From an optimization exercise on the open Yosys and OpenROAD flow, aimed at small area; shortcuts taken in it are not production practice. Function was checked by simulation only, so behaviour that the tests miss may differ from the original. Power and IR drop assume default switching activity.

<file path="design/flow/run.sh">
#!/bin/bash
# synth_recipe.tcl (not shown) runs the flow's synth.tcl, then flattens the netlist and writes it again
# the make line also repeats each setting of config.mk as NAME=value (left out here)
make -C /OpenROAD-flow-scripts/flow DESIGN_CONFIG=/design/flow/config.mk WORK_HOME=/design/flow/orfs CLKGATE_MAP_FILE= SYNTH_SCRIPT=/design/flow/synth_recipe.tcl finish
</file>
<file path="design/flow/design.v">
module rcl57_scan_engine (
    input  wire        clk,
    input  wire        rst,           
    input  wire        tick,          
    input  wire        host_we,       
    input  wire [7:0]  host_addr,
    input  wire [7:0]  host_wdata,
    output reg  [7:0]  host_rdata,    
    input  wire [4:0]  col_in,        
    output reg  [7:0]  seg_en,        
    output wire [15:0] drv_sr,        
    output wire [15:0] drv_out,       
    output reg         ddl,           
    output wire        trate          
);
    localparam [1:0] SEQ_IDLE = 2'd0, SEQ_LATCH = 2'd1, SEQ_SETTLE = 2'd2, SEQ_DONE = 2'd3;
    localparam [2:0] PM_ACTIVE = 3'd0, PM_IDLE_COUNTING = 3'd1, PM_PS_POLL = 3'd2,
                     PM_PS_BLINK = 3'd3, PM_DEBOUNCE = 3'd4;
    localparam [2:0] C_IMM = 3'd0, C_DIGSEG = 3'd1, C_OUTSEG = 3'd2, C_SCAN = 3'd3,
                     C_SCAN1 = 3'd4, C_PSAVE = 3'd5, C_IDLEINC = 3'd6, C_IDLECLR = 3'd7;
    localparam [31:0] GT0 = 32'h20000000;
    localparam [31:0] GT1 = 32'h0004D7ED;
    localparam [31:0] GT2 = 32'h0015279F;
    localparam [31:0] GT3 = 32'h00712FFB;
    localparam [31:0] GT4 = 32'h00527B6D;
    localparam [31:0] GT5 = 32'h007FFD45;
    localparam [31:0] GT6 = 32'h0017DF71;
    localparam [31:0] GT7 = 32'h406DEF7C;
    localparam [31:0] CT0 = 32'h405056AA;
    localparam [31:0] CT1 = 32'h206898CC;
    localparam [31:0] CT2 = 32'h6072E0F0;
    localparam [31:0] CT3 = 32'h60630300;
    localparam [31:0] CT4 = 32'h001C03FF;
    localparam [31:0] CT5 = 32'hFFE82BFF;
    localparam [31:0] CT6 = 32'h007FFC00;
    function [7:0] glyph;
        input [7:0] c;
        begin
            glyph = {GT7[c[4:0]], GT6[c[4:0]], GT5[c[4:0]], GT4[c[4:0]],
                     GT3[c[4:0]], GT2[c[4:0]], GT1[c[4:0]], GT0[c[4:0]]};
            if (c[7:5] != 3'd0)
                glyph = 8'h00;
        end
    endfunction
    function [7:0] code_to_char;
        input [7:0] c;
        begin
            code_to_char = {1'b0, CT6[c[4:0]], CT5[c[4:0]], CT4[c[4:0]],
                            CT3[c[4:0]], CT2[c[4:0]], CT1[c[4:0]], CT0[c[4:0]]};
            if (c[7:5] != 3'd0)
                code_to_char = 8'h20;
        end
    endfunction
    function [4:0] char_to_code;
        input [7:0] a;
        begin
            char_to_code = 5'd31;
            if (a[7:4] == 4'h3 && a[3:0] <= 4'd9) char_to_code = {1'b0, a[3:0]};
            if (a == 8'h2E) char_to_code = 5'd29;
            if (a == 8'h2D) char_to_code = 5'd30;
            if (a == 8'h41) char_to_code = 5'd10;   
            if (a == 8'h62) char_to_code = 5'd11;   
            if (a == 8'h43) char_to_code = 5'd12;   
            if (a == 8'h64) char_to_code = 5'd13;   
            if (a == 8'h45) char_to_code = 5'd14;   
            if (a == 8'h46) char_to_code = 5'd15;   
            if (a == 8'h48) char_to_code = 5'd16;   
            if (a == 8'h4C) char_to_code = 5'd17;   
            if (a == 8'h50) char_to_code = 5'd18;   
            if (a == 8'h72) char_to_code = 5'd19;   
            if (a == 8'h55) char_to_code = 5'd20;   
            if (a == 8'h6E) char_to_code = 5'd21;   
            if (a == 8'h6F) char_to_code = 5'd22;   
        end
    endfunction
    function [2:0] lowcol;
        input [4:0] cols;
        begin
            if      (cols[0]) lowcol = 3'd1;
            else if (cols[1]) lowcol = 3'd2;
            else if (cols[2]) lowcol = 3'd3;
            else if (cols[3]) lowcol = 3'd4;
            else if (cols[4]) lowcol = 3'd5;
            else              lowcol = 3'd0;
        end
    endfunction
    function seg_on;
        input [7:0] d;
        input [2:0] m;    
        input [2:0] s;
        reg   [7:0] g;
        begin
            g = m[0] ? 8'h00 : m[1] ? 8'h80 : glyph(d);
            seg_on = g[s] | ((s == 3'd0) & m[2]);
        end
    endfunction
    reg  [7:0]  dbuf [0:15];
    reg  [2:0]  mbuf [0:11];    
    reg  [1:0]  seq;
    reg         single;        
    reg  [2:0]  seg_idx;
    reg  [1:0]  ph_tick;
    reg  [7:0]  sd_glyph;
    reg  [39:0] raw;
    reg  [2:0]  sc_seg;
    reg  [2:0]  sc_col;        
    reg  [15:0] result;
    reg         st_cfg;
    reg  [1:0]  errcode;
    reg  [2:0]  pm;
    reg  [15:0] idle_cnt;
    reg  [3:0]  pcnt;          
    reg  [7:0]  cmd_imm;
    reg  [7:0]  cmd_op;
    reg         pend_valid;
    reg  [2:0]  pend_cls;
    reg  [7:0]  pend_pay;
    reg  [15:4] sr_q;
    reg  [15:4] out_q;
    assign drv_sr  = {sr_q, 4'b0000};
    assign drv_out = {out_q, 4'b0000};
    wire seq_idle = (seq == SEQ_IDLE);
    wire ps_poll  = (pm == PM_PS_POLL);
    wire ps_deb   = (pm == PM_DEBOUNCE);
    wire ps_any   = pm[2] | pm[1];           
    wire busy     = ~seq_idle | ps_any;
    assign trate  = ps_poll;
    always @* begin
        if (ps_poll | ps_deb)
            seg_en = 8'hFF;
        else if (seq == SEQ_SETTLE || seq == SEQ_DONE)
            seg_en = 8'd1 << seg_idx;
        else if (seq == SEQ_LATCH)
            seg_en = (8'd1 << seg_idx) >> 1;
        else
            seg_en = 8'h00;
    end
    wire [3:0] h_op  = host_wdata[7:4];
    wire [2:0] h_s   = host_wdata[2:0];
    wire       s0    = (h_s == 3'd0);
    wire       imm0  = (cmd_imm == 8'd0);
    wire [7:0] h_gl  = glyph(cmd_imm);
    reg        h_legal;
    reg  [2:0] h_cls;
    reg  [7:0] h_tbl;
    always @* begin
        h_legal = 1'b0;
        h_cls   = C_IMM;
        h_tbl   = {5'd0, h_s};
        case (h_op)
            4'h1: begin h_legal = 1'b1;        h_tbl = {7'd0, h_gl[h_s]}; end
            4'h2: begin h_legal = s0;          h_tbl = {3'd0, char_to_code(cmd_imm)}; end
            4'h3: begin h_legal = s0;          h_tbl = code_to_char(cmd_imm); end
            4'h4: begin h_legal = imm0;        h_cls = C_DIGSEG; end
            4'h5: begin h_legal = imm0;        h_cls = C_OUTSEG; end
            4'h6: begin
                h_legal = (cmd_imm[7:5] == 3'd0);
                h_tbl   = (lowcol(cmd_imm[4:0]) == 3'd0) ? 8'h00 :
                          {({1'b0, h_s} + 4'd1), 1'b0, lowcol(cmd_imm[4:0])};
            end
            4'h7: begin h_legal = s0 & imm0;   h_cls = C_SCAN; end
            4'h8: begin h_legal = s0;          h_cls = C_SCAN1; h_tbl = h_gl; end
            4'h9: begin h_legal = s0 & imm0;   h_cls = C_PSAVE; end
            4'hA: begin h_legal = s0 & imm0;   h_cls = C_IDLEINC; end
            4'hB: begin h_legal = s0 & imm0;   h_cls = C_IDLECLR; end
            default: ;
        endcase
        if (host_wdata[3])
            h_legal = 1'b0;
    end
    reg  [2:0]  seg_s;
    reg  [11:0] lit;
    integer i;
    always @* begin
        for (i = 0; i < 12; i = i + 1)
            lit[i] = seg_on(dbuf[i], mbuf[i], seg_s);
    end
    reg [15:4] word;    
    always @* begin
        for (i = 0; i < 12; i = i + 1)
            word[15 - i] = lit[i];
        if (seg_s == 3'd0) word[15] = 1'b0;
        if (seg_s == 3'd4) word[4]  = 1'b0;
    end
    reg  [1:0]  n_seq;
    reg         n_single;
    reg  [2:0]  n_seg_idx;
    reg  [1:0]  n_ph_tick;
    reg  [7:0]  n_sd_glyph;
    reg  [39:0] n_raw;
    reg  [2:0]  n_sc_seg, n_sc_col;
    reg  [15:0] n_result;
    reg         n_st_cfg;
    reg  [1:0]  n_errcode;
    reg  [2:0]  n_pm;
    reg  [15:0] n_idle_cnt;
    reg  [3:0]  n_pcnt;
    reg  [7:0]  n_cmd_imm, n_cmd_op;
    reg         n_pend_valid;
    reg  [2:0]  n_pend_cls;
    reg  [7:0]  n_pend_pay;
    reg  [15:4] n_sr, n_out;
    reg         n_ddl;
    reg         do_exec, cmd_end;
    reg  [2:0]  x_cls;
    reg  [7:0]  x_pay;
    reg  [2:0]  col;
    reg  [7:0]  r;
    reg         cfg;
    wire tk = tick & ~host_we;
    always @* begin
        n_seq        = seq;
        n_single     = single;
        n_seg_idx    = seg_idx;
        n_ph_tick    = ph_tick;
        n_sd_glyph   = sd_glyph;
        n_raw        = raw;
        n_sc_seg     = sc_seg;
        n_sc_col     = sc_col;
        n_result     = result;
        n_st_cfg     = st_cfg;
        n_errcode    = errcode;
        n_pm         = pm;
        n_idle_cnt   = idle_cnt;
        n_pcnt       = pcnt;
        n_cmd_imm    = cmd_imm;
        n_cmd_op     = cmd_op;
        n_pend_valid = pend_valid;
        n_pend_cls   = pend_cls;
        n_pend_pay   = pend_pay;
        n_sr         = sr_q;
        n_out        = out_q;
        n_ddl        = ddl;
        do_exec = 1'b0;
        cmd_end = 1'b0;
        x_cls   = host_we ? h_cls : pend_cls;
        x_pay   = host_we ? h_tbl : pend_pay;
        seg_s   = (tk && seq == SEQ_SETTLE) ? seg_idx + 3'd1 : x_pay[2:0];
        col     = lowcol(col_in);
        cfg     = (raw[4:0] == 5'b10001);
        r       = cfg ? 8'hFF :
                  (sc_col == 3'd0) ? 8'h00 : {({1'b0, sc_seg} + 4'd1), 1'b0, sc_col};
        if (host_we) begin
            if (host_addr == 8'h20)
                n_cmd_imm = host_wdata;
            if (host_addr == 8'h21) begin
                n_cmd_op = host_wdata;
                if (!h_legal) begin
                    n_errcode = 2'd1;
                end else if (busy) begin
                    if (pend_valid) begin
                        n_errcode = 2'd2;
                    end else begin
                        n_pend_valid = 1'b1;
                        n_pend_cls   = h_cls;
                        n_pend_pay   = h_tbl;
                        n_errcode    = 2'd0;
                    end
                end else begin
                    n_errcode = 2'd0;
                    do_exec   = 1'b1;
                end
            end
        end else if (tick) begin
            if (ps_poll) begin
                if (col != 3'd0) begin
                    n_pm   = PM_DEBOUNCE;
                    n_pcnt = 4'd0;
                end else begin
                    n_pcnt = pcnt + 4'd1;
                    if (pcnt == 4'd9) begin
                        n_pm       = PM_PS_BLINK;
                        n_pcnt     = 4'd0;
                        n_single   = 1'b1;
                        n_sd_glyph = 8'h01;
                        n_seg_idx  = 3'd0;
                        n_sc_col   = 3'd0;
                        n_seq      = SEQ_LATCH;
                    end
                end
            end else if (ps_deb) begin
                n_pcnt = pcnt + 4'd1;
                if (col == 3'd0 || pcnt == 4'd5) begin
                    cmd_end    = 1'b1;
                    n_pm       = PM_ACTIVE;
                    n_idle_cnt = 16'd0;
                    n_result   = 16'd0;
                end
            end else begin
                case (seq)
                    SEQ_LATCH: begin
                        n_out     = sr_q;
                        n_ddl     = single & sd_glyph[seg_idx];
                        n_ph_tick = 2'd1;
                        n_seq     = SEQ_SETTLE;
                    end
                    SEQ_SETTLE: begin
                        if (ph_tick != 2'd3) begin
                            n_ph_tick = ph_tick + 2'd1;
                        end else begin
                            case (seg_idx)
                                3'd0: n_raw[4:0]   = col_in;
                                3'd1: n_raw[9:5]   = col_in;
                                3'd2: n_raw[14:10] = col_in;
                                3'd3: n_raw[19:15] = col_in;
                                3'd4: n_raw[24:20] = col_in;
                                3'd5: n_raw[29:25] = col_in;
                                3'd6: n_raw[34:30] = col_in;
                                default: n_raw[39:35] = col_in;
                            endcase
                            if (sc_col == 3'd0) begin
                                n_sc_col = col;
                                n_sc_seg = seg_idx;
                            end
                            if (seg_idx != 3'd7) begin
                                n_sr      = single ? 12'd0 : word;
                                n_seg_idx = seg_idx + 3'd1;
                                n_seq     = SEQ_LATCH;
                            end else begin
                                n_sr  = 12'd0;
                                n_seq = SEQ_DONE;
                            end
                        end
                    end
                    SEQ_DONE: begin
                        n_out     = 12'd0;
                        n_ddl     = 1'b0;
                        n_seq     = SEQ_IDLE;
                        n_seg_idx = 3'd0;
                        if (pm != PM_PS_BLINK) begin
                            n_result = {8'h00, r};
                            n_st_cfg = cfg;
                            cmd_end  = 1'b1;
                        end else if (sc_col != 3'd0) begin
                            n_pm   = PM_DEBOUNCE;
                            n_pcnt = 4'd0;
                        end else begin
                            n_pcnt = pcnt + 4'd1;
                            if (pcnt == 4'd2) begin
                                n_pm   = PM_PS_POLL;
                                n_pcnt = 4'd0;
                            end else begin
                                n_seq    = SEQ_LATCH;
                                n_sc_col = 3'd0;
                            end
                        end
                    end
                    default: ;
                endcase
            end
            if (cmd_end && pend_valid) begin
                n_pend_valid = 1'b0;
                do_exec      = 1'b1;
            end
        end
        if (do_exec) begin
            case (x_cls)
                C_IMM:    n_result = {8'h00, x_pay};
                C_DIGSEG: n_result = {4'd0, lit};
                C_OUTSEG: n_result = {word, 4'd0};
                C_SCAN: begin
                    n_single  = 1'b0;
                    n_seg_idx = 3'd0;
                    n_sc_col  = 3'd0;
                    n_sr      = word;
                    n_seq     = SEQ_LATCH;
                end
                C_SCAN1: begin
                    n_single   = 1'b1;
                    n_sd_glyph = x_pay;
                    n_seg_idx  = 3'd0;
                    n_sc_col   = 3'd0;
                    n_ddl      = 1'b0;
                    n_sr       = 12'd0;
                    n_seq      = SEQ_LATCH;
                end
                C_PSAVE: begin
                    n_pm   = PM_PS_POLL;
                    n_ddl  = 1'b0;
                    n_sr   = 12'd0;
                    n_out  = 12'd0;
                    n_pcnt = 4'd0;
                end
                C_IDLEINC: begin
                    if (n_idle_cnt != 16'hFFFF)
                        n_idle_cnt = n_idle_cnt + 16'd1;
                    if (n_pm == PM_ACTIVE)
                        n_pm = PM_IDLE_COUNTING;
                    n_result = n_idle_cnt;
                end
                default: begin    
                    n_idle_cnt = 16'd0;
                    n_pm       = PM_ACTIVE;
                    n_result   = 16'd0;
                end
            endcase
        end
    end
    always @(posedge clk) begin
        if (host_we && host_addr[7:4] == 4'h0)
            dbuf[host_addr[3:0]] <= host_wdata;
        for (i = 0; i < 12; i = i + 1)
            if (host_we && host_addr == 8'h10 + i)
                mbuf[i] <= host_wdata[2:0];
    end
    always @(posedge clk) begin
        single   <= n_single;
        ph_tick  <= n_ph_tick;
        sd_glyph <= n_sd_glyph;
        sc_seg   <= n_sc_seg;
        sc_col   <= n_sc_col;
        pcnt     <= n_pcnt;
        pend_cls <= n_pend_cls;
        pend_pay <= n_pend_pay;
    end
    always @(posedge clk) begin
        if (rst) begin
            seq        <= SEQ_IDLE;
            seg_idx    <= 3'd0;
            raw        <= 40'd0;
            result     <= 16'h0000;
            st_cfg     <= 1'b0;
            errcode    <= 2'd0;
            pm         <= PM_ACTIVE;
            idle_cnt   <= 16'h0000;
            cmd_imm    <= 8'h00;
            cmd_op     <= 8'h00;
            pend_valid <= 1'b0;
            sr_q       <= 12'd0;
            out_q      <= 12'd0;
            ddl        <= 1'b0;
        end else begin
            seq        <= n_seq;
            seg_idx    <= n_seg_idx;
            raw        <= n_raw;
            result     <= n_result;
            st_cfg     <= n_st_cfg;
            errcode    <= n_errcode;
            pm         <= n_pm;
            idle_cnt   <= n_idle_cnt;
            cmd_imm    <= n_cmd_imm;
            cmd_op     <= n_cmd_op;
            pend_valid <= n_pend_valid;
            sr_q       <= n_sr;
            out_q      <= n_out;
            ddl        <= n_ddl;
        end
    end
    wire [7:0] status = {3'b000, (idle_cnt[15:4] != 12'd0), st_cfg, (errcode != 2'd0),
                         pend_valid, busy};
    wire [1:0] mode   = seq_idle ? 2'd0 : single ? 2'd2 : 2'd1;
    reg  [7:0] rd;
    always @* begin
        rd = 8'h00;
        case (host_addr[7:4])
            4'h0: rd = dbuf[host_addr[3:0]];
            4'h1: for (i = 0; i < 12; i = i + 1)
                      if (host_addr[3:0] == i) rd = {5'd0, mbuf[i]};
            4'h2: case (host_addr[3:0])
                4'h0: rd = cmd_imm;
                4'h1: rd = cmd_op;
                4'h2: rd = status;
                4'h3: rd = {6'd0, errcode};
                4'h4: rd = result[7:0];
                4'h5: rd = result[15:8];
                4'h6: rd = {5'd0, pm};
                4'h8: rd = idle_cnt[7:0];
                4'h9: rd = idle_cnt[15:8];
                default: rd = 8'h00;
            endcase
            4'h3: case (host_addr[3:0])
                4'h0: rd = {3'd0, raw[4:0]};
                4'h1: rd = {3'd0, raw[9:5]};
                4'h2: rd = {3'd0, raw[14:10]};
                4'h3: rd = {3'd0, raw[19:15]};
                4'h4: rd = {3'd0, raw[24:20]};
                4'h5: rd = {3'd0, raw[29:25]};
                4'h6: rd = {3'd0, raw[34:30]};
                4'h7: rd = {3'd0, raw[39:35]};
                4'h8: rd = {out_q[7:4], 4'h0};
                4'h9: rd = out_q[15:8];
                4'hA: rd = {sr_q[7:4], 4'h0};
                4'hB: rd = sr_q[15:8];
                4'hC: rd = seg_en;
                4'hD: rd = {6'd0, trate, ddl};
                4'hE: rd = {1'b0, mode, seq, seg_idx};
                default: rd = 8'h00;
            endcase
            default: rd = 8'h00;
        endcase
    end
    always @(posedge clk) begin
        if (rst)
            host_rdata <= 8'h00;
        else
            host_rdata <= rd;
    end
endmodule
</file>
<file path="design/flow/config.mk">
export PLATFORM = sky130hd
export DESIGN_NAME = rcl57_scan_engine
export DESIGN_NICKNAME = rcl57_scan_engine
export VERILOG_FILES = /design/flow/design.v
export SDC_FILE = /design/flow/constraint.sdc
export NUM_CORES = 4
export LEC_CHECK = 0
export CAP_MARGIN = 20
export CORE_MARGIN = 2
export CORE_UTILIZATION = 40
export SLEW_MARGIN = 20
</file>
<file path="design/flow/constraint.sdc">
create_clock -name core_clock -period 10.0 [get_ports {clk}]
set_input_delay 2.0000 -clock core_clock [delete_from_list [all_inputs] [get_ports {clk}]]
set_output_delay 2.0000 -clock core_clock [all_outputs]
set_load 0.01 [all_outputs]
</file>
==> results of run 1 <==
-- power by group --
group	switching, mW	internal, mW
Combinational	0.183	0.0733
Sequential	0.00300	1.43
Clock	0.623	0.912
Total	0.809	2.41
-- metal layers --
metal  routed length, microns  track usage [%]  vias to the layer above  share of wire (%)
li1                         -                -                     9661                  -
met1                    37700             42.2                    10700                 43
met2                    38900             46.1                     1178                 44
met3                     8060             5.59                      212                9.2
met4                     3190             9.73                        4                3.6
met5                       14                0                        -              0.016
-- sequential cells by signal (all words and copies together), names as in the netlist, 2 cells and up --
register	cells
dbuf	128
raw	40
mbuf	36
idle_cnt	16
result	16
out_q	12
sr_q	12
cmd_imm	8
cmd_op	8
host_rdata	8
pend_pay	8
sd_glyph	8
pcnt	4
pend_cls	3
pm	3
sc_col	3
sc_seg	3
seg_idx	3
errcode	2
ph_tick	2
seq	2
-- kinds of logic (layout without fill, tap and decap cells) --
family	Yosys count	after routing	synth area share (%)
and+or+nand+nor	946	946	19.9
AOI/OAI and AO/OA	805	805	23.6
DFF	329	329	37.4
buffers and inverters	281	263	5.15
muxes	139	139	8.78
adders and majority gates	82	82	4.58
xor gates and xnor gates	15	15	0.586
other	1	9	0.0167
-- path summary, 6_finish.rpt --
path | startpoint | to | slack [ns] | cells after the start
worst max register to register | cmd_imm[1] | result[9] | 4.11 | 16
worst max-delay path | host_wdata[6] | result[9] | 3.13 | 14
worst min register to register | raw[19] | raw[19] | 0.46 | 2
worst min-delay path | raw[19] | raw[19] | 0.46 | 2
-- through the flow --
step | instance area [sq um] | worst slack [ns]
floorplan | 22400 | 4.92
global placement | 23500 | 2.76
detailed placement | 23500 | 2.62
CTS | 24900 | 3.19
global route | 24900 | 2.99
finish | 24900 | 3.13
-- layout make-up --
cell class,count,area (sq um),share of cell area (%)
multi-input combinational,1995,13000,52.0
clock inverter,15,178,0.713
sequential,329,8390,33.7
antenna,1,2.50,0.0100
inverter,82,308,1.24
timing repair buffer,108,943,3.79
clock buffer,58,1190,4.79
tap,748,936,3.76
-- placed cells by master, fill, tap and decap left out, types with 60 or more instances in the layout --
cell,Yosys,routed
nor2_1,332,331
nand2_1,229,229
a21oi_1,220,220
edfxtp_1,180,180
o21ai_0,161,160
dfxtp_1,149,149
mux2i_1,83,83
ha_1,82,82
inv_1,78,78
a22oi_1,78,78
nand3_1,75,75
nor3_1,69,63
clkdlybuf4s50_1,0,60
-- worst max-delay path, cell delays in order --
cell             delay [ns]
clkdlybuf4s50_1        0.95
or3b_1                 0.60
a31oi_2                0.31
nand3_1                0.14
o31a_1                 0.33
a21o_1                 0.16
buf_4                  0.21
nor2_2                 0.63
buf_4                  0.30
nor3_1                 0.07
o32a_1                 0.29
o311ai_1               0.81
a221oi_1               0.19
a221oi_1               0.34
==> key figures, run 1 <==
Run status
  • Status: complete, no violations

Synth
  • EDFF count, synth: 180
  • Main synth FF type: edfxtp_1
  • Register area share after synthesis: 37.4%
  • FFs w/ async S/R, synth: 0%
  • Unique masters post-synth: 94
  • Synthesized cell area: 22400 sq um
  • Count leader, synth: nor2_1
  • Largest area contributor in the netlist: edfxtp_1
  • Synth cell count leaders: nor2_1 (332), nand2_1 (229), a21oi_1 (220)
  • Top cell type's share of synthesized area: 24.1%
  • Synth area leaders: edfxtp_1 (24%), dfxtp_1 (13%), nor2_1 (5.6%)
  • Synth Register Bits: 329
  • Synthesis Warnings: 2
  • Syn Inst Count: 2598
  • Syn Area/Cell: 8.63 sq um

Place
  • Routability cong.: 0.988
  • Post-DP HPWL: 63800 microns
  • I/O Buffers: 66
  • Cell count after placement: 3260

Critical path
  • Worst-path fanout max: 25
  • Critical path type: primary input to flip-flop
  • Crit end category: flip-flop
  • Worst EP arrival: 7.36 ns
  • Crit path launch type: primary input
  • CP required: 10.49 ns

Detailed routing
  • Final ANT Viol Nets: 0
  • DR pass1 iterations: 6
  • Via density: 6.51
  • DR vias: 21700
  • DR DRC count: 0
  • Routed WL per cell: 26.3 microns
  • DR iter-0 viols: 2840
  • Final WL: 87800 microns

Layout
  • Fraction of layout cells with a size suffix above 1: 8.23%
  • Fin cells: 3336
  • Layout Utilization: 45.1%
  • Layout area overhead: 11.1%
  • FILL cells: 5353
  • # nets final: 2663

Clocking
  • # clock sinks: 329
  • CTS tree: done
  • Clock transition at path regs: 0.06 ns
  • Deepest clock path buffer count: 3
  • Post-CTS Repair Setup Buffers: 0
  • Post-CTS resize count: 0
  • Number of H-tree levels: 2
  • CTS Root Cell: clkbuf_16
  • CTS Buf Count: 40
  • Hold buffers post-CTS: 0
  • Worst skew pair latency: 0.59 ns

GRT
  • GRT Total Usage: 29.9%
  • Vias in the first global route: 20200
  • First-pass GRT wire length: 130000 microns
  • Grt ovf: 0
  • Initial antenna violation count: 4
  • Largest net degree at the start of global routing: 64

Floorplanning
  • Die area: 58000 sq um
  • Site Rows: 86
  • Starting Density: 40.6%
  • Die W: 241 microns
  • Die Y-Extent: 241 microns
  • I/O Pins: 75
  • Core ar.: 55200 sq um

STA
  • RSZ-0062 raised after global routing: false
  • Worst-Margin Slew: 1.22 ns
  • Setup_tns: 0 ns
  • Final min period: 6.87 ns
  • Slew Viols, Final: 0
  • Hold Slack: 0.464 ns
  • Max Freq: 146 MHz
  • Normalized max-slew margin: 18.0%
  • Period utilisation layout: 68.7%
  • Layout Skew: 0.0315 ns
  • Final setup vio count: 0
  • Final hold vios: 0

Power
  • P per Cell Area: 129 nW/um^2
  • Peak VDD IR: 0.146 mV
  • Total power: 3.22 mW
  • Leak: 8.62 nW

Job
  • Maxcap violations: 0

Min path
  • Path type of the worst min-delay path: flip-flop to flip-flop
==> run 2: changes to the inputs <==
--- a/design/flow/design.v
+++ b/design/flow/design.v
@@ -86,11 +86,12 @@
     endfunction
     function seg_on;
-        input [7:0] d;
-        input [2:0] m;    
-        input [2:0] s;
-        reg   [7:0] g;
+        input [7:0]  d;
+        input [2:0]  m;    
+        input [31:0] col;
+        input        s0, s7;
         begin
-            g = m[0] ? 8'h00 : m[1] ? 8'h80 : glyph(d);
-            seg_on = g[s] | ((s == 3'd0) & m[2]);
+            seg_on = (~m[0] & ~m[1] & (d[7:5] == 3'd0) &
+                      (col[d[4:0]] | ((d[4:0] == 5'd29) & s0) | ((d[4:0] == 5'd30) & s7))) |
+                     (~m[0] & m[1] & s7) | (m[2] & s0);
         end
     endfunction
@@ -172,7 +173,18 @@
     reg  [11:0] lit;
     integer i;
+    reg  [31:0] seg_col;
     always @* begin
+        case (seg_s)
+            3'd0: seg_col = 32'd0;
+            3'd1: seg_col = GT1;
+            3'd2: seg_col = GT2;
+            3'd3: seg_col = GT3;
+            3'd4: seg_col = GT4;
+            3'd5: seg_col = GT5;
+            3'd6: seg_col = GT6;
+            default: seg_col = GT7 & ~(32'd1 << 30);
+        endcase
         for (i = 0; i < 12; i = i + 1)
-            lit[i] = seg_on(dbuf[i], mbuf[i], seg_s);
+            lit[i] = seg_on(dbuf[i], mbuf[i], seg_col, seg_s == 3'd0, seg_s == 3'd7);
     end
     reg [15:4] word;    
@@ -188,5 +200,5 @@
     reg  [1:0]  n_ph_tick;
     reg  [7:0]  n_sd_glyph;
-    reg  [39:0] n_raw;
+    reg         raw_we;
     reg  [2:0]  n_sc_seg, n_sc_col;
     reg  [15:0] n_result;
@@ -196,5 +208,4 @@
     reg  [15:0] n_idle_cnt;
     reg  [3:0]  n_pcnt;
-    reg  [7:0]  n_cmd_imm, n_cmd_op;
     reg         n_pend_valid;
     reg  [2:0]  n_pend_cls;
@@ -215,5 +226,5 @@
         n_ph_tick    = ph_tick;
         n_sd_glyph   = sd_glyph;
-        n_raw        = raw;
+        raw_we       = 1'b0;
         n_sc_seg     = sc_seg;
         n_sc_col     = sc_col;
@@ -224,6 +235,4 @@
         n_idle_cnt   = idle_cnt;
         n_pcnt       = pcnt;
-        n_cmd_imm    = cmd_imm;
-        n_cmd_op     = cmd_op;
         n_pend_valid = pend_valid;
         n_pend_cls   = pend_cls;
@@ -236,5 +245,5 @@
         x_cls   = host_we ? h_cls : pend_cls;
         x_pay   = host_we ? h_tbl : pend_pay;
-        seg_s   = (tk && seq == SEQ_SETTLE) ? seg_idx + 3'd1 : x_pay[2:0];
+        seg_s   = host_we ? h_s : (seq == SEQ_SETTLE) ? seg_idx + 3'd1 : pend_pay[2:0];
         col     = lowcol(col_in);
         cfg     = (raw[4:0] == 5'b10001);
@@ -242,8 +251,5 @@
                   (sc_col == 3'd0) ? 8'h00 : {({1'b0, sc_seg} + 4'd1), 1'b0, sc_col};
         if (host_we) begin
-            if (host_addr == 8'h20)
-                n_cmd_imm = host_wdata;
             if (host_addr == 8'h21) begin
-                n_cmd_op = host_wdata;
                 if (!h_legal) begin
                     n_errcode = 2'd1;
@@ -299,14 +305,5 @@
                             n_ph_tick = ph_tick + 2'd1;
                         end else begin
-                            case (seg_idx)
-                                3'd0: n_raw[4:0]   = col_in;
-                                3'd1: n_raw[9:5]   = col_in;
-                                3'd2: n_raw[14:10] = col_in;
-                                3'd3: n_raw[19:15] = col_in;
-                                3'd4: n_raw[24:20] = col_in;
-                                3'd5: n_raw[29:25] = col_in;
-                                3'd6: n_raw[34:30] = col_in;
-                                default: n_raw[39:35] = col_in;
-                            endcase
+                            raw_we = 1'b1;
                             if (sc_col == 3'd0) begin
                                 n_sc_col = col;
@@ -405,4 +402,15 @@
     end
     always @(posedge clk) begin
+        for (i = 0; i < 8; i = i + 1)
+            if (rst || (raw_we && seg_idx == i))
+                raw[5*i +: 5] <= col_in & {5{~rst}};
+    end
+    always @(posedge clk) begin
+        if (rst || (host_we && host_addr == 8'h20))
+            cmd_imm <= host_wdata & {8{~rst}};
+        if (rst || (host_we && host_addr == 8'h21))
+            cmd_op <= host_wdata & {8{~rst}};
+    end
+    always @(posedge clk) begin
         single   <= n_single;
         ph_tick  <= n_ph_tick;
@@ -418,5 +426,4 @@
             seq        <= SEQ_IDLE;
             seg_idx    <= 3'd0;
-            raw        <= 40'd0;
             result     <= 16'h0000;
             st_cfg     <= 1'b0;
@@ -424,6 +431,4 @@
             pm         <= PM_ACTIVE;
             idle_cnt   <= 16'h0000;
-            cmd_imm    <= 8'h00;
-            cmd_op     <= 8'h00;
             pend_valid <= 1'b0;
             sr_q       <= 12'd0;
@@ -433,5 +438,4 @@
             seq        <= n_seq;
             seg_idx    <= n_seg_idx;
-            raw        <= n_raw;
             result     <= n_result;
             st_cfg     <= n_st_cfg;
@@ -439,6 +443,4 @@
             pm         <= n_pm;
             idle_cnt   <= n_idle_cnt;
-            cmd_imm    <= n_cmd_imm;
-            cmd_op     <= n_cmd_op;
             pend_valid <= n_pend_valid;
             sr_q       <= n_sr;
==> design/flow/flow/run.sh (new file) <==
#!/bin/bash
# Own flow: the standard layout (standard.sh, ORFS from synthesis to the final layout),
# with one change: Yosys's technology mapping runs ABC with an area-oriented script
# (flow/abc.script) instead of ORFS's. Everything else, registers and their names included,
# is the standard synthesis: ORFS's synth.tcl under synth_recipe.tcl.
# The ports get buf_1 buffers, and the clock tree is built of clkbuf_8 without dummy loads.
set -euo pipefail
W=$(pwd)
[[ -f "$W/standard.sh" && -f "$W/synth_recipe.tcl" ]]

# ORFS's synth.tcl with only its abc script replaced
sed 's|^  log_cmd abc {\*}\$abc_args$|  log_cmd abc {*}[lreplace $abc_args 1 1 $::env(OWN_ABC_SCRIPT)]|' \
    "$FLOW_HOME/scripts/synth.tcl" > "$W/own_synth_core.tcl"
grep -q 'OWN_ABC_SCRIPT' "$W/own_synth_core.tcl"
# The standard flow's synthesis script, sourcing that copy
sed 's|^source \$::env(SCRIPTS_DIR)/synth.tcl$|source $::env(OWN_SYNTH_CORE)|' \
    "$W/synth_recipe.tcl" > "$W/own_synth.tcl"
grep -q 'OWN_SYNTH_CORE' "$W/own_synth.tcl"

export OWN_ABC_SCRIPT="$W/flow/abc.script"
export OWN_SYNTH_CORE="$W/own_synth_core.tcl"
bash "$W/standard.sh" SYNTH_SCRIPT="$W/own_synth.tcl" \
    "BUFFER_PORTS_ARGS=-buffer_cell sky130_fd_sc_hd__buf_1" \
    "CTS_ARGS=-sink_clustering_enable -repair_clock_nets -buf_list sky130_fd_sc_hd__clkbuf_8 -sink_clustering_size 15 -sink_clustering_max_diameter 50 -dont_use_dummy_load" \
    finish > "$W/standard_flow.log" 2>&1
==> design/flow/flow/abc.script (new file) <==
strash
&get -n
&deepsyn -T 200
&put
dch
map -a
topo
==> design/flow/standard.sh (new file) <==
#!/bin/bash
# synth_recipe.tcl (not shown) runs the flow's synth.tcl, then flattens the netlist and writes it again
# the make line also repeats each setting of config.mk as NAME=value (left out here)
make -C /OpenROAD-flow-scripts/flow DESIGN_CONFIG=/design/flow/config.mk WORK_HOME=/design/flow/orfs CLKGATE_MAP_FILE= SYNTH_SCRIPT=/design/flow/synth_recipe.tcl "${@:-finish}"
--- a/design/flow/config.mk
+++ b/design/flow/config.mk
@@ -8,4 +8,5 @@
 export CAP_MARGIN = 20
 export CORE_MARGIN = 2
-export CORE_UTILIZATION = 40
+export CORE_UTILIZATION = 60
+export PLACE_DENSITY = 0.7
 export SLEW_MARGIN = 20
removed: design/flow/run.sh
==> run 2 against run 1 <==
Against the previous run: still clean; combinational power is 23% higher; clock skew is 0.043 ns higher; setup slack worse by 0.31 ns; cell count is 21% lower; synthesized cell count is 19% lower.
==> key figures, run 2 <==
Synth
  • Main synth FF type: edfxtp_1
  • Synthesis Warnings: 2
  • Count leader, synth: nor2_1
  • Largest area contributor in the netlist: edfxtp_1
  • Syn Inst Count: 2099
  • FFs w/ async S/R, synth: 0%
  • Top cell type's share of synthesized area: 39.5%
  • Register area share after synthesis: 49.9%
  • Synth Register Bits: 329
  • Synth cell count leaders: nor2_1 (344), clkinv_1 (315), edfxtp_1 (236)
  • EDFF count, synth: 236
  • Synthesized cell area: 17900 sq um
  • Synth area leaders: edfxtp_1 (40%), dfxtp_1 (10%), nor2_1 (7.2%)
  • Unique masters post-synth: 46
  • Syn Area/Cell: 8.54 sq um

STA
  • Hold Slack: 0.464 ns
  • Final hold vios: 0
  • Final setup vio count: 0
  • Max Freq: 139 MHz
  • Layout Skew: 0.0741 ns
  • Final min period: 7.19 ns
  • Slew Viols, Final: 0
  • Normalized max-slew margin: 17.2%
  • Worst-Margin Slew: 1.23 ns
  • Period utilisation layout: 71.9%
  • Setup_tns: 0 ns
  • RSZ-0062 raised after global routing: false

Min path
  • Path type of the worst min-delay path: flip-flop to flip-flop

Clocking
  • CTS tree: done
  • Number of H-tree levels: 2
  • Clock transition at path regs: 0.09 ns
  • CTS Buf Count: 35
  • CTS Root Cell: clkbuf_8
  • Post-CTS Repair Setup Buffers: 0
  • Deepest clock path buffer count: 3
  • Hold buffers post-CTS: 0
  • Post-CTS resize count: 0
  • # clock sinks: 329
  • Worst skew pair latency: 0.57 ns

Layout
  • Largest register FFs: 128
  • Diodes inserted: 0
  • # nets final: 2297
  • Layout area overhead: 8.81%
  • Fraction of layout cells with a size suffix above 1: 4.54%
  • Most frequent cells in the layout: nor2_1 (343), clkinv_1 (315), edfxtp_1 (236)
  • FILL cells: 2478
  • Commonest non-fill, non-tap cell in the layout: nor2_1

Detailed routing
  • DR pass1 iterations: 9
  • Final WL: 73600 microns
  • DR DRC count: 0
  • DR iter-0 viols: 3485
  • Via density: 7.26
  • Routed WL per cell: 27.9 microns
  • Final ANT Viol Nets: 0
  • DR vias: 19200

Critical path
  • Worst EP arrival: 7.65 ns
  • Critical path type: primary input to flip-flop
  • Critical path's slowest cell: o21ai_1
  • Internal reg-to-reg setup slack: 3.85 ns
  • CP max stage delay: 0.96 ns
  • Crit path launch type: primary input
  • CP required: 10.46 ns
  • Cell Chain, Critical Path: buf_1, clkinv_1, o21ai_1, clkinv_1, nor2_1, clkinv_1, nor2_1, clkinv_1, nor3_1, a21oi_1, nand2_1, o21ai_0, o2111ai_1, nand2_1, a31oi_1, nor2_1, a2111o_1
  • Most used cell, CP: clkinv_1
  • Crit end category: flip-flop
  • Worst-path fanout max: 18
  • Top delay family on crit path: buffers and inverters
  • WP buf/inv: 5

Floorplanning
  • I/O Pins: 75
  • Site Rows: 63
  • Die Y-Extent: 177 microns
  • Starting Density: 60.7%
  • Die W: 177 microns
  • Die area: 31300 sq um
  • Core ar.: 29600 sq um

Power
  • Peak VDD IR: 0.140 mV
  • P per Cell Area: 132 nW/um^2
  • Leak: 6.15 nW

Place
  • I/O Buffers: 66
  • Post-DP HPWL: 53000 microns
  • Routability cong.: 1.15

GRT
  • First-pass GRT wire length: 108000 microns
  • GRT Total Usage: 46.4%
  • Largest net degree at the start of global routing: 50
  • Vias in the first global route: 17500
  • Initial antenna violation count: 5
  • Grt ovf: 0

Run status
  • Status: complete, no violations

Job
  • Maxcap violations: 0
-- run 2: cell count changes after synthesis, moves of 40 or more --
cell / delta
clkinv_1: +314
clkbuf_1: -154
a21oi_1: -87
mux2i_1: -82
inv_1: -78
o22ai_1: +63
ha_1: -60
dfxtp_1: -56
edfxtp_1: +56
o21ai_0: +49
a22oi_1: -47
mux4_2: -45
nor2b_1: -40
-- run 2: per-layer routing --
metal	vias up	routed length, microns	global-route usage, %
li1	7996	-	-
met1	8769	25700	62.1
met2	1924	29700	65.6
met3	459	13300	18.0
met4	10	4740	22.9
met5	-	128	0
-- run 2: logic make-up (layout without fill, tap and decap cells) --
| group | after synthesis | after routing | share of synthesized area, % |
|---|---|---|---|
| AOI/OAI and AO/OA | 693 | 693 | 24.6 |
| buffers and inverters | 323 | 465 | 6.93 |
| xor gates and xnor gates | 6 | 6 | 0.293 |
| muxes | 1 | 1 | 0.0558 |
| DFF | 329 | 329 | 49.9 |
| other | 1 | 8 | 0.0209 |
| adders and majority gates | 22 | 22 | 1.54 |
| and+or+nand+nor | 724 | 724 | 16.7 |
-- run 2: where the power goes --
| group | switching (mW) | internal [mW] | leakage, nW |
|---|---|---|---|
| Combinational | 0.244 | 0.0718 | 2.99 |
| Sequential | 0.0185 | 1.48 | 2.91 |
| Clock | 0.449 | 0.312 | 0.252 |
-- run 2: area by class of cell --
type	instances	area, sq um	share of cell area [%]
flip-flops and latches	329	8950	45.9
multi-input cells	1454	7790	39.9
inverters	315	1180	6.06
clock buffers	35	482	2.47
well taps	390	488	2.50
repair buffers	115	616	3.16
-- run 2: worst register-to-register path: cells and delay by family, from the launching register on --
kind | cells | cell delay, ns
compound gates | 7 | 1.59
flops | 1 | 0.44
buf+inv | 5 | 2.19
simple gates | 8 | 1.83
-- run 2: worst paths after layout --
kind | startpoint | endpoint | cells past startpoint
worst max-delay path | host_we | result[7] | 17
worst min-delay path | st_cfg | st_cfg | 2
worst max register to register | seq[1] | result[7] | 20
worst min register to register | st_cfg | st_cfg | 2
-- run 2: through the flow --
step	util (%)	cell area, sq um	instances	setup WS, ns	total power, mW
finish	66.0	19500	2638	2.81	2.58
CTS	66.0	19500	2638	3.09	2.55
floorplan	-	18000	2106	3.59	1.67
global route	66.0	19500	2638	2.56	2.62
global placement	64.3	19000	2603	2.69	1.82
detailed placement	64.4	19000	2603	2.50	1.82
==> run 3: changes to the inputs <==
--- a/design/flow/design.v
+++ b/design/flow/design.v
@@ -34,13 +34,4 @@
     localparam [31:0] CT5 = 32'hFFE82BFF;
     localparam [31:0] CT6 = 32'h007FFC00;
-    function [7:0] glyph;
-        input [7:0] c;
-        begin
-            glyph = {GT7[c[4:0]], GT6[c[4:0]], GT5[c[4:0]], GT4[c[4:0]],
-                     GT3[c[4:0]], GT2[c[4:0]], GT1[c[4:0]], GT0[c[4:0]]};
-            if (c[7:5] != 3'd0)
-                glyph = 8'h00;
-        end
-    endfunction
     function [7:0] code_to_char;
         input [7:0] c;
@@ -102,5 +93,5 @@
     reg  [2:0]  seg_idx;
     reg  [1:0]  ph_tick;
-    reg  [7:0]  sd_glyph;
+    reg  [4:0]  sd_code;       
     reg  [39:0] raw;
     reg  [2:0]  sc_seg;
@@ -141,5 +132,20 @@
     wire       s0    = (h_s == 3'd0);
     wire       imm0  = (cmd_imm == 8'd0);
-    wire [7:0] h_gl  = glyph(cmd_imm);
+    wire [4:0] h_code = (cmd_imm[7:5] != 3'd0) ? 5'd31 : cmd_imm[4:0];
+    reg  [2:0]  seg_s;
+    reg  [31:0] seg_col;
+    always @* begin
+        if (host_we)
+            seg_s = h_s;
+        else if (seq == SEQ_SETTLE)
+            seg_s = seg_idx + 3'd1;
+        else if (seq == SEQ_LATCH)
+            seg_s = seg_idx;
+        else
+            seg_s = pend_pay[2:0];
+    end
+    wire [4:0] u_code = host_we ? h_code : sd_code;
+    wire       u_lit  = seg_col[u_code] | ((u_code == 5'd29) & (seg_s == 3'd0)) |
+                        ((u_code == 5'd30) & (seg_s == 3'd7));
     reg        h_legal;
     reg  [2:0] h_cls;
@@ -150,5 +156,5 @@
         h_tbl   = {5'd0, h_s};
         case (h_op)
-            4'h1: begin h_legal = 1'b1;        h_tbl = {7'd0, h_gl[h_s]}; end
+            4'h1: begin h_legal = 1'b1;        h_tbl = {7'd0, u_lit}; end
             4'h2: begin h_legal = s0;          h_tbl = {3'd0, char_to_code(cmd_imm)}; end
             4'h3: begin h_legal = s0;          h_tbl = code_to_char(cmd_imm); end
@@ -161,5 +167,5 @@
             end
             4'h7: begin h_legal = s0 & imm0;   h_cls = C_SCAN; end
-            4'h8: begin h_legal = s0;          h_cls = C_SCAN1; h_tbl = h_gl; end
+            4'h8: begin h_legal = s0;          h_cls = C_SCAN1; h_tbl = {3'd0, h_code}; end
             4'h9: begin h_legal = s0 & imm0;   h_cls = C_PSAVE; end
             4'hA: begin h_legal = s0 & imm0;   h_cls = C_IDLEINC; end
@@ -170,8 +176,6 @@
             h_legal = 1'b0;
     end
-    reg  [2:0]  seg_s;
     reg  [11:0] lit;
     integer i;
-    reg  [31:0] seg_col;
     always @* begin
         case (seg_s)
@@ -199,5 +203,5 @@
     reg  [2:0]  n_seg_idx;
     reg  [1:0]  n_ph_tick;
-    reg  [7:0]  n_sd_glyph;
+    reg  [4:0]  n_sd_code;
     reg         raw_we;
     reg  [2:0]  n_sc_seg, n_sc_col;
@@ -225,5 +229,5 @@
         n_seg_idx    = seg_idx;
         n_ph_tick    = ph_tick;
-        n_sd_glyph   = sd_glyph;
+        n_sd_code    = sd_code;
         raw_we       = 1'b0;
         n_sc_seg     = sc_seg;
@@ -245,5 +249,4 @@
         x_cls   = host_we ? h_cls : pend_cls;
         x_pay   = host_we ? h_tbl : pend_pay;
-        seg_s   = host_we ? h_s : (seq == SEQ_SETTLE) ? seg_idx + 3'd1 : pend_pay[2:0];
         col     = lowcol(col_in);
         cfg     = (raw[4:0] == 5'b10001);
@@ -279,5 +282,5 @@
                         n_pcnt     = 4'd0;
                         n_single   = 1'b1;
-                        n_sd_glyph = 8'h01;
+                        n_sd_code  = 5'd29;
                         n_seg_idx  = 3'd0;
                         n_sc_col   = 3'd0;
@@ -297,5 +300,5 @@
                     SEQ_LATCH: begin
                         n_out     = sr_q;
-                        n_ddl     = single & sd_glyph[seg_idx];
+                        n_ddl     = single & u_lit;
                         n_ph_tick = 2'd1;
                         n_seq     = SEQ_SETTLE;
@@ -365,5 +368,5 @@
                 C_SCAN1: begin
                     n_single   = 1'b1;
-                    n_sd_glyph = x_pay;
+                    n_sd_code  = x_pay[4:0];
                     n_seg_idx  = 3'd0;
                     n_sc_col   = 3'd0;
@@ -415,5 +418,5 @@
         single   <= n_single;
         ph_tick  <= n_ph_tick;
-        sd_glyph <= n_sd_glyph;
+        sd_code  <= n_sd_code;
         sc_seg   <= n_sc_seg;
         sc_col   <= n_sc_col;
==> run 3 against run 2 <==
Against the previous run: routed wire length up 3.0%; highest routed layer is now met4; worst hold slack better by 0.030 ns; largest power group unchanged; register-to-register slack worse by 0.35 ns.
==> key figures, run 3 <==
Detailed routing
  • DR pass1 iterations: 9
  • DR vias: 18800
  • Routed WL per cell: 29.6 microns
  • DR DRC count: 0
  • Via density: 7.35
  • Final WL: 75800 microns
  • DR iter-0 viols: 3499
  • Final ANT Viol Nets: 0

Synth
  • Syn Inst Count: 2026
  • Count leader, synth: nor2_1
  • Main synth FF type: edfxtp_1
  • FFs w/ async S/R, synth: 0%
  • Top cell type's share of synthesized area: 40.1%
  • EDFF count, synth: 236
  • Synthesized cell area: 17700 sq um
  • Synthesis Warnings: 2
  • Synth cell count leaders: nor2_1 (303), clkinv_1 (300), edfxtp_1 (236)
  • Largest area contributor in the netlist: edfxtp_1
  • Register area share after synthesis: 50.3%
  • Unique masters post-synth: 49
  • Synth Register Bits: 326
  • Syn Area/Cell: 8.71 sq um
  • Synth area leaders: edfxtp_1 (40%), dfxtp_1 (10%), nor2_1 (6.4%)

Critical path
  • Crit path launch type: primary input
  • Worst-path fanout max: 22
  • WP buf/inv: 8
  • Most used cell, CP: o21ai_0
  • Critical path's slowest cell: clkinv_1
  • Cell Chain, Critical Path: buf_1, buf_4, clkinv_1, o21ai_1, buf_4, clkinv_1, nor2_1, buf_4, clkinv_1, nor2_1, clkinv_1, o21ai_0, o21ai_0, a211oi_1, o21ai_0, a32oi_1, o21ai_0, a221oi_1, o21ai_0
  • CP max stage delay: 0.63 ns
  • Crit end category: flip-flop
  • Top delay family on crit path: buffers and inverters
  • Worst EP arrival: 7.14 ns
  • CP required: 10.45 ns
  • Critical path type: primary input to flip-flop

Layout
  • FILL cells: 2383
  • Most frequent cells in the layout: clkinv_1 (300), nor2_1 (298), edfxtp_1 (236)
  • Fraction of layout cells with a size suffix above 1: 5.10%
  • # nets final: 2227
  • Reg area: 8890 sq um
  • Diodes inserted: 0
  • Layout Utilization: 66.7%
  • Multi-input gate area: 7630 sq um
  • Commonest non-fill, non-tap cell in the layout: clkinv_1
  • Largest register FFs: 128
  • Layout area overhead: 9.04%

Floorplanning
  • Die W: 176 microns
  • Site Rows: 62
  • Core ar.: 28900 sq um
  • Starting Density: 61.2%
  • Die area: 30800 sq um
  • I/O Pins: 75
  • Die Y-Extent: 176 microns

Clocking
  • Hold buffers post-CTS: 0
  • CTS Root Cell: clkbuf_8
  • Worst skew pair latency: 0.61 ns
  • Post-CTS resize count: 0
  • Post-CTS Repair Setup Buffers: 0
  • CTS Buf Count: 35
  • Number of H-tree levels: 2
  • Deepest clock path buffer count: 3
  • Clock transition at path regs: 0.09 ns
  • # clock sinks: 326
  • CTS tree: done

GRT
  • GRT Total Usage: 48.6%
  • Largest net degree at the start of global routing: 35
  • First-pass GRT wire length: 111000 microns
  • Vias in the first global route: 17800
  • Grt ovf: 0
  • Initial antenna violation count: 1

Job
  • Maxcap violations: 0

Place
  • I/O Buffers: 66
  • Routability cong.: 1.09
  • Post-DP HPWL: 54800 microns

STA
  • Final hold vios: 0
  • RSZ-0062 raised after global routing: false
  • Period utilisation layout: 66.9%
  • Setup_tns: 0 ns
  • Final min period: 6.69 ns
  • Slew Viols, Final: 0
  • Max Freq: 149 MHz
  • Normalized max-slew margin: 21.6%
  • Final setup vio count: 0
  • Layout Skew: 0.0921 ns
  • Worst-Margin Slew: 1.17 ns

Power
  • Leak: 6.10 nW
  • Peak VDD IR: 0.128 mV
  • P per Cell Area: 133 nW/um^2
  • Total power: 2.56 mW

Min path
  • Path type of the worst min-delay path: flip-flop to flip-flop

Run status
  • Status: complete, no violations
[run 3: cell types whose count changed after synthesis, moves of 7 or more]
cell       change
nor4_1         +8
a2111oi_0     -12
nand3_1        +7
o21ai_0       -43
clkinv_1      -15
nor3_1        -13
nor2_1        -41
o221ai_1       +8
a221oi_1      +13
o2111ai_1      +8
[run 3: metal layers]
| metal | up-vias | track usage [%] | wire length [microns] |
|---|---|---|---|
| li1 | 7833 | - | - |
| met1 | 8555 | 60.1 | 24700 |
| met2 | 1899 | 72.9 | 31800 |
| met3 | 549 | 14.1 | 11800 |
| met4 | 0 | 35.6 | 7530 |
| met5 | - | 0 | 0 |
[run 3: cells by family after synthesis]
| family | Yosys count | synth area share, % |
|---|---|---|
| flip-flops | 326 | 50.3 |
| other | 1 | 0.0212 |
| buffers and inverters | 308 | 6.72 |
| XOR/XNOR | 4 | 0.198 |
| AND/OR/NAND/NOR | 694 | 16.4 |
| adder cells (fa/ha/maj) | 22 | 1.56 |
| AO/OA/AOI/OAI | 671 | 24.7 |
[run 3: power breakdown]
group          total (mW)  internal (mW)  switching (mW)
registers            1.49           1.47          0.0180
logic               0.307         0.0721           0.235
clock network       0.766          0.312           0.454
[run 3: worst paths after layout]
check,slack [ns],depth (start not counted),start,to
max,3.31,19,host_we,result[9]
min reg2reg,0.49,2,pcnt[3],pcnt[3]
max reg2reg,3.50,24,seq[1],result[8]
min,0.49,2,pcnt[3],pcnt[3]
[run 3: through the flow]
stage / area (sq um) / hold WS (ns) / std cells / setup WS (ns)
global placement: 18800 / 0.466 / 2527 / 3.29
floorplan: 17700 / 0.436 / 2033 / 3.26
detailed placement: 18800 / 0.476 / 2527 / 3.10
CTS: 19200 / 0.489 / 2562 / 3.67
finish: 19300 / 0.494 / 2562 / 3.31
global route: 19300 / 0.507 / 2562 / 2.98
[run 3: tightest hold or removal path, stage by stage, from the launching register on]
cell	delay [ns]
dfxtp_1	0.33
nand2_1	0.07
a21oi_1	0.05
[run 3: layout make-up]
cell class,count,area share [%]
inverter,300,5.85
multi-input combinational,1399,39.7
timing repair buffer,118,3.33
tap,384,2.50
sequential,326,46.2
clock buffer,35,2.50
==> run 4: changes to the inputs <==
--- a/design/flow/config.mk
+++ b/design/flow/config.mk
@@ -6,7 +6,8 @@
 export NUM_CORES = 4
 export LEC_CHECK = 0
-export CAP_MARGIN = 20
+export CAP_MARGIN = 5
 export CORE_MARGIN = 2
-export CORE_UTILIZATION = 60
-export PLACE_DENSITY = 0.7
-export SLEW_MARGIN = 20
+export CORE_UTILIZATION = 50
+export GPL_TIMING_DRIVEN = 0
+export PLACE_DENSITY = 0.6
+export SLEW_MARGIN = 5
==> run 4 against run 3 <==
Against the previous run: global-route usage shrank 9.7 points; combinational power fell by 4%; the layout now fails its checks (capacitance limit, setup timing); worst hold slack got worse by 0.0015 ns; cell count increased by 1.7%; power grew 1.4%; count of clock-buffer cells in the layout is 3 higher; highest routed layer unchanged; fmax is 34% lower; clock skew fell by 0.0033 ns.
==> key figures, run 4 <==
Critical path
  • CP required: 10.47 ns
  • Crit end category: flip-flop
  • WP buf/inv: 6
  • Cell Chain, Critical Path: buf_1, clkinvlp_4, o21ai_1, buf_4, clkinv_1, nor2_2, clkinv_1, nor2_1, clkinv_1, nor2_1, o21ai_0, nor2_1, nor3_1, o31ai_1, o21ai_0, o21ai_0, o311ai_0
  • Critical path type: primary input to flip-flop
  • CP max stage delay: 0.94 ns
  • Worst EP arrival: 10.62 ns
  • Critical path's slowest cell: buf_1
  • Worst-path fanout max: 22
  • Top delay family on crit path: buffers and inverters
  • Crit path launch type: primary input

Power
  • Clock share of power: 31.4%
  • Gate power share: 11.4%
  • Internal power: 1.88 mW
  • NetSw: 0.721 mW
  • Leak: 5.99 nW
  • Sequential Power Share: 57.2%
  • Peak VDD IR: 0.124 mV
  • Switching share of power: 27.8%
  • P per Cell Area: 135 nW/um^2

Run status
  • Status: failed layout checks
  • Layout check faults: capacitance limit, setup timing

STA
  • Max Freq: 98.5 MHz
  • Post-route setup slack: -0.148 ns
  • RSZ-0062 raised after global routing: false
  • Normalized max-slew margin: -0.112%
  • Final min period: 10.15 ns
  • Final hold vios: 0
  • Period utilisation layout: 101%
  • Worst-Margin Slew: 1.50 ns
  • Setup_tns: -0.161 ns
  • Layout Skew: 0.0888 ns
  • Slew Viols, Final: 1
  • Final setup vio count: 2

Synth
  • Syn Inst Count: 2026
  • Largest area contributor in the netlist: edfxtp_1
  • Count leader, synth: nor2_1
  • Fraction of synthesized area in multiplexers: 0%
  • Top cell type's share of synthesized area: 40.1%
  • Unique masters post-synth: 49
  • Synthesis Warnings: 2
  • Register area share after synthesis: 50.3%
  • FFs w/ async S/R, synth: 0%
  • Adder-cell area share of the yosys netlist: 1.56%
  • Compound-gate portion of the synthesized area: 24.7%
  • Synthesized cell area: 17700 sq um
  • Synth area leaders: edfxtp_1 (40%), dfxtp_1 (10%), nor2_1 (6.4%)
  • Synth cell count leaders: nor2_1 (303), clkinv_1 (300), edfxtp_1 (236)
  • Post-Synth XOR/XNOR Area: 0.198%
  • Synth Register Bits: 326
  • Main synth FF type: edfxtp_1
  • EDFF count, synth: 236
  • Syn Area/Cell: 8.71 sq um
  • Post-Synth Simple-Gate Area: 16.4%
  • Largest family of logic cells by synthesized area: compound AO/OA/AOI/OAI gates

Place
  • Setup WS pre-CTS: -0.757 ns
  • Cell count after placement: 2562
  • Post-DP HPWL: 52000 microns
  • I/O Buffers: 66
  • Routability cong.: 1.02

Layout
  • Commonest non-fill, non-tap cell in the layout: clkinv_1
  • # nets final: 2197
  • Layout area overhead: 9.11%
  • Fraction of layout cells with a size suffix above 1: 4.24%
  • Most frequent cells in the layout: clkinv_1 (298), nor2_1 (290), edfxtp_1 (236)
  • Fin cells: 2605
  • Largest register FFs: 128
  • Layout Utilization: 55.6%

Floorplanning
  • I/O Pins: 75
  • Die Y-Extent: 192 microns
  • Core ar.: 34600 sq um
  • Die area: 36800 sq um
  • Die W: 192 microns
  • Site Rows: 68
  • Starting Density: 51.0%

Detailed routing
  • Routed WL per cell: 27.6 microns
  • DR iter-0 viols: 2515
  • Via density: 6.86
  • Final ANT Viol Nets: 0
  • DR vias: 17900
  • DR pass1 iterations: 6
  • Final WL: 71800 microns
  • DR DRC count: 0

Clocking
  • Clock transition at path regs: 0.09 ns
  • Worst skew pair latency: 0.65 ns
  • CTS Root Cell: clkbuf_8
  • Deepest clock path buffer count: 3
  • CTS tree: done
  • Hold buffers post-CTS: 0
  • CTS Buf Count: 38
  • # clock sinks: 326
  • Post-CTS Repair Setup Buffers: 0
  • Number of H-tree levels: 2

GRT
  • Vias in the first global route: 16400
  • First-pass GRT wire length: 104000 microns
  • Grt ovf: 0
  • Initial antenna violation count: 2
  • GRT Total Usage: 38.9%
  • Largest net degree at the start of global routing: 35

Min path
  • Path type of the worst min-delay path: flip-flop to flip-flop

Job
  • Maxcap violations: 1
run 4: changes by cell type in the layout (fill, tap and decap cells not counted), sizes merged:
cell,change
nor2,+1
diode,+2
clkinvlp,+2
clkbuf,+2
buf,-33
clkinv,-2
run 4: worst paths after layout:
check                              from  slack (ns)        end  cells after the start
worst min-delay path            pcnt[3]        0.49    pcnt[3]                      2
worst max-delay path            host_we       -0.15  result[0]                     17
worst max register to register   seq[1]        1.40  result[0]                     19
worst min register to register  pcnt[3]        0.49    pcnt[3]                      2
run 4: cells by family after synthesis:
kind of cell             after synthesis
AO/OA/AOI/OAI                        671
XOR/XNOR                               4
adder cells (fa/ha/maj)               22
buffers and inverters                308
flip-flops                           326
other                                  1
AND/OR/NAND/NOR                      694
run 4: worst register-to-register path: stages, from the launching register on:
cell        delay (ns)
dfxtp_1           0.44
clkinv_1          0.33
nor2_1            0.43
nor2_1            0.13
a21oi_1           0.20
nand2_1           0.10
nand2_2           0.60
clkinvlp_4        0.73
nor2_2            0.80
clkinv_1          0.65
nor2_1            0.85
clkinv_1          0.60
nor2_1            0.29
o21ai_0           0.14
nor2_1            0.12
nor3_1            0.07
o31ai_1           0.79
o21ai_0           0.34
o21ai_0           0.56
o311ai_0          0.25
run 4: area by class of cell:
type / instances / area [sq um]
well taps: 455 / 569
flip-flops and latches: 326 / 8890
multi-input cells: 1400 / 7660
repair buffers: 76 / 427
fillers: 3167 / 15400
plain buffers: 8 / 60.1
inverters: 300 / 1130
diodes: 2 / 5.00
clock buffers: 38 / 523
run 4: power groups by stage:
stage | Clock (mW) | Sequential, mW | Combinational, mW
after CTS | 0.812 | 1.49 | 0.281
after detailed placement | 0 | 1.52 | 0.279
after global routing | 0.855 | 1.49 | 0.309
final | 0.817 | 1.49 | 0.296
after floorplan | 0 | 1.51 | 0.150
after global placement | 0 | 1.52 | 0.272
run 4: timing repair:
item / CTS / global route
gates resized for setup: 3 / 4
gates cloned: 0 / 1
pin swaps: 0 / 1
setup endpoints to repair: 2 / 3
hold endpoints to repair: 0 / 0
run 4: per-stage QoR:
step | power (mW) | cell area [sq um] | hold slack, ns
global route | 2.65 | 19300 | 0.488
floorplan | 1.66 | 17700 | 0.436
CTS | 2.58 | 19200 | 0.474
global placement | 1.79 | 18500 | 0.457
finish | 2.60 | 19300 | 0.492
detailed placement | 1.79 | 18700 | 0.464
run 4: metal layers:
metal / up-vias / wire length (microns) / track usage (%)
li1: 7768 / - / -
met5: - / 0 / 0
met4: 0 / 5260 / 22.5
met2: 1323 / 31700 / 61.0
met3: 330 / 7630 / 6.91
met1: 8458 / 27300 / 50.7
==> run 5: changes to the inputs <==
--- a/design/flow/design.v
+++ b/design/flow/design.v
@@ -283,5 +283,4 @@
                         n_single   = 1'b1;
                         n_sd_code  = 5'd29;
-                        n_seg_idx  = 3'd0;
                         n_sc_col   = 3'd0;
                         n_seq      = SEQ_LATCH;
@@ -324,5 +323,5 @@
                     end
                     SEQ_DONE: begin
-                        n_out     = 12'd0;
+                        n_out     = sr_q;    
                         n_ddl     = 1'b0;
                         n_seq     = SEQ_IDLE;
@@ -361,5 +360,4 @@
                 C_SCAN: begin
                     n_single  = 1'b0;
-                    n_seg_idx = 3'd0;
                     n_sc_col  = 3'd0;
                     n_sr      = word;
@@ -369,15 +367,9 @@
                     n_single   = 1'b1;
                     n_sd_code  = x_pay[4:0];
-                    n_seg_idx  = 3'd0;
                     n_sc_col   = 3'd0;
-                    n_ddl      = 1'b0;
-                    n_sr       = 12'd0;
                     n_seq      = SEQ_LATCH;
                 end
                 C_PSAVE: begin
                     n_pm   = PM_PS_POLL;
-                    n_ddl  = 1'b0;
-                    n_sr   = 12'd0;
-                    n_out  = 12'd0;
                     n_pcnt = 4'd0;
                 end
==> design/flow/config.mk (replaced) <==
export PLATFORM = sky130hd
export DESIGN_NAME = rcl57_scan_engine
export DESIGN_NICKNAME = rcl57_scan_engine
export VERILOG_FILES = /design/flow/design.v
export SDC_FILE = /design/flow/constraint.sdc
export NUM_CORES = 4
export LEC_CHECK = 0
export CAP_MARGIN = 20
export CORE_MARGIN = 2
export CORE_UTILIZATION = 60
export PLACE_DENSITY = 0.7
export SLEW_MARGIN = 20
==> run 5 against run 4 <==
Against the previous run: first-iteration DRC count is 31% higher; the run now finishes clean; global-route usage is 7.2 points higher; largest cell class unchanged; critical endpoint is now result[1]; sequential share of layout area is 0.55 points higher; largest power group unchanged; fmax is 30% higher; register-to-register slack better by 1.2 ns; via count is 3.4% higher; sequential power hardly changed; clock skew is 0.036 ns lower; critical path depth is 5 higher.
==> key figures, run 5 <==
GRT
  • GRT Total Usage: 46.0%
  • Initial antenna violation count: 2
  • Grt ovf: 0
  • Largest net degree at the start of global routing: 33
  • First-pass GRT wire length: 106000 microns
  • Vias in the first global route: 17100

Min path
  • Path type of the worst min-delay path: flip-flop to flip-flop

Critical path
  • Crit end category: flip-flop
  • CP required: 10.50 ns
  • Worst-path fanout max: 26
  • Worst EP arrival: 8.29 ns
  • Critical path type: primary input to flip-flop
  • Critical path's slowest cell: clkinv_1
  • Crit path launch type: primary input
  • Cell Chain, Critical Path: buf_1, buf_4, clkinv_1, nor2_1, nor2_2, buf_4, clkinv_1, nor2_1, clkinv_1, nor2_1, clkinv_1, o221ai_1, nand2_1, nand3_1, o21ai_0, a21oi_1, a311oi_1, a21oi_1, nor2_1, a21oi_1, o221a_2, o21ai_0
  • CP max stage delay: 0.77 ns

Job
  • Maxcap violations: 0

Floorplanning
  • Core ar.: 28800 sq um
  • Die area: 30700 sq um
  • Starting Density: 61.2%
  • Die W: 175 microns
  • Die Y-Extent: 175 microns
  • Site Rows: 62
  • I/O Pins: 75

STA
  • Worst-Margin Slew: 1.26 ns
  • Layout Skew: 0.0525 ns
  • Final min period: 7.79 ns
  • RSZ-0062 raised after global routing: false
  • Hold Slack: 0.493 ns
  • Final hold vios: 0
  • Slew Viols, Final: 0
  • Final setup vio count: 0
  • Max Freq: 128 MHz
  • Period utilisation layout: 77.9%
  • Normalized max-slew margin: 15.6%
  • Setup_tns: 0 ns

Synth
  • Syn Inst Count: 2016
  • Top cell type's share of synthesized area: 40.2%
  • Synth cell count leaders: clkinv_1 (293), nor2_1 (293), edfxtp_1 (236)
  • FFs w/ async S/R, synth: 0%
  • Synth Register Bits: 326
  • Largest area contributor in the netlist: edfxtp_1
  • Register area share after synthesis: 50.5%
  • Main synth FF type: edfxtp_1
  • Syn Area/Cell: 8.74 sq um
  • Synth area leaders: edfxtp_1 (40%), dfxtp_1 (10%), clkinv_1 (6.2%)
  • Synthesis Warnings: 2
  • Synthesized cell area: 17600 sq um
  • EDFF count, synth: 236
  • Unique masters post-synth: 50

Clocking
  • Hold buffers post-CTS: 0
  • # clock sinks: 326
  • Post-CTS resize count: 0
  • Post-CTS Repair Setup Buffers: 0
  • Number of H-tree levels: 1
  • CTS Buf Count: 30
  • CTS tree: done
  • Deepest clock path buffer count: 3
  • Clock transition at path regs: 0.06 ns
  • Worst skew pair latency: 0.64 ns
  • CTS Root Cell: clkbuf_8

Detailed routing
  • DR pass1 iterations: 10
  • DR iter-0 viols: 3297
  • Routed WL per cell: 28.5 microns
  • DR vias: 18500
  • Via density: 7.29
  • Final ANT Viol Nets: 0
  • Final WL: 72300 microns
  • DR DRC count: 0

Place
  • Placed cell areas: 18600 sq um
  • I/O Buffers: 66
  • Routability cong.: 1.07
  • Post-DP HPWL: 52500 microns

Power
  • Peak VDD IR: 0.136 mV
  • Leak: 5.98 nW
  • Total power: 2.48 mW
  • P per Cell Area: 130 nW/um^2

Layout
  • Fraction of layout cells with a size suffix above 1: 4.33%
  • Post-route cell area: 19000 sq um
  • Layout Utilization: 66.1%
  • Most frequent cells in the layout: clkinv_1 (293), nor2_1 (288), edfxtp_1 (236)
  • Commonest non-fill, non-tap cell in the layout: clkinv_1
  • Layout area overhead: 8.08%
  • FILL cells: 2337
  • # nets final: 2196
  • Largest register FFs: 128

Run status
  • Status: complete, no violations
run 5: cell count changes after synthesis, moves of 6 or more:
| cell | before | now |
|---|---|---|
| nand2_1 | 199 | 225 |
| o21ai_0 | 167 | 186 |
| a22oi_1 | 34 | 51 |
| a21oi_1 | 133 | 117 |
| nand3_1 | 83 | 70 |
| nor3_1 | 70 | 57 |
| nor2_1 | 303 | 293 |
| o2111ai_1 | 29 | 21 |
| o22ai_1 | 80 | 72 |
| clkinv_1 | 300 | 293 |
| nand4_1 | 13 | 19 |
| o31ai_1 | 22 | 16 |
run 5: layer usage:
layer	part of all wire, %	global-route usage [%]	vias up
met5	0.018	0	-
met3	14	11.7	517
li1	-	-	7764
met1	33	56.5	8350
met4	9.1	32.2	2
met2	43	71.4	1854
run 5: cell type report:
class | instances | area (sq um) | area share, %
Clock buffer | 30 | 413 | 2.17
Multi-Input combinational cell | 1396 | 7610 | 40.0
Antenna cell | 1 | 2.50 | 0.0131
Sequential cell | 326 | 8890 | 46.7
Tap cell | 384 | 480 | 2.52
Timing Repair Buffer | 105 | 538 | 2.83
Inverter | 293 | 1100 | 5.78
run 5: logic make-up (layout without fill, tap and decap cells):
logic type      Yosys count  after routing  synth area share [%]
buf+inv                 301            428                  6.58
simple gates            691            691                  16.3
other cells               1              9                0.0213
fa+ha+maj                19             19                  1.35
compound gates          671            671                  24.9
flops                   326            326                  50.5
mux                       1              1                0.0568
xor+xnor                  6              6                 0.298
run 5: path summary, 6_finish.rpt:
kind | from | end | slack [ns] | cells past startpoint
max | host_we | result[1] | 2.21 | 22
min | sd_code[1] | sd_code[1] | 0.49 | 2
max reg2reg | seq[1] | result[1] | 2.64 | 22
min reg2reg | sd_code[1] | sd_code[1] | 0.49 | 2
run 5: critical path: cells and delay by family:
family	cells	cell delay [ns]
AO/OA/AOI/OAI	8	1.74
buffers and inverters	7	2.71
AND/OR/NAND/NOR	7	1.76
run 5: where the power goes:
group | switching (mW) | leakage [nW] | total [mW] | internal [mW]
clock network | 0.434 | 0.216 | 0.699 | 0.265
registers | 0.0174 | 2.91 | 1.49 | 1.47
logic | 0.227 | 2.85 | 0.294 | 0.0663
total | 0.679 | 5.98 | 2.48 | 1.80
run 5: metrics by stage:
stage,std cells,setup WS [ns]
3_5_place_dp,2504,2.01
6_report,2535,2.21
4_1_cts,2534,2.65
2_1_floorplan,2023,2.98
3_3_place_gp,2503,2.22
5_1_grt,2534,2.15

## afterwards: timing with drivers on the ports
In the flow no input, the clock included, has a driving cell. The finished layouts below were timed again as built, in two steps. Step 1, drivers: a clkbuf_16 drives clk and a buf_2 each remaining input, both assumed. Step 2 times the ports against the registers' clock, not the clock port: input delays grow and output delays shrink by t, the midpoint of the rising clock arrivals with the driver on. a / b / c = no drivers / after step 1 / after step 2; a / b = the first two.
run	t, ns	slack for setup (ns)	clock arrival spread, ns	pins driven straight from the clock port
run 1	0.632	3.130 / 3.171 / 2.539	0.037 / 0.038	1
run 2	0.587	2.815 / 2.843 / 2.256	0.079 / 0.080	1
run 3	0.611	3.306 / 3.329 / 2.718	0.095 / 0.095	1
run 4	0.662	-0.148 / -0.131 / -0.793	0.094 / 0.094	1
run 5	0.665	2.210 / 2.244 / 1.579	0.056 / 0.056	1
The setup slack of run 4, which loses most, moves by +0.017 ns with the drivers and by -0.645 ns with both steps.
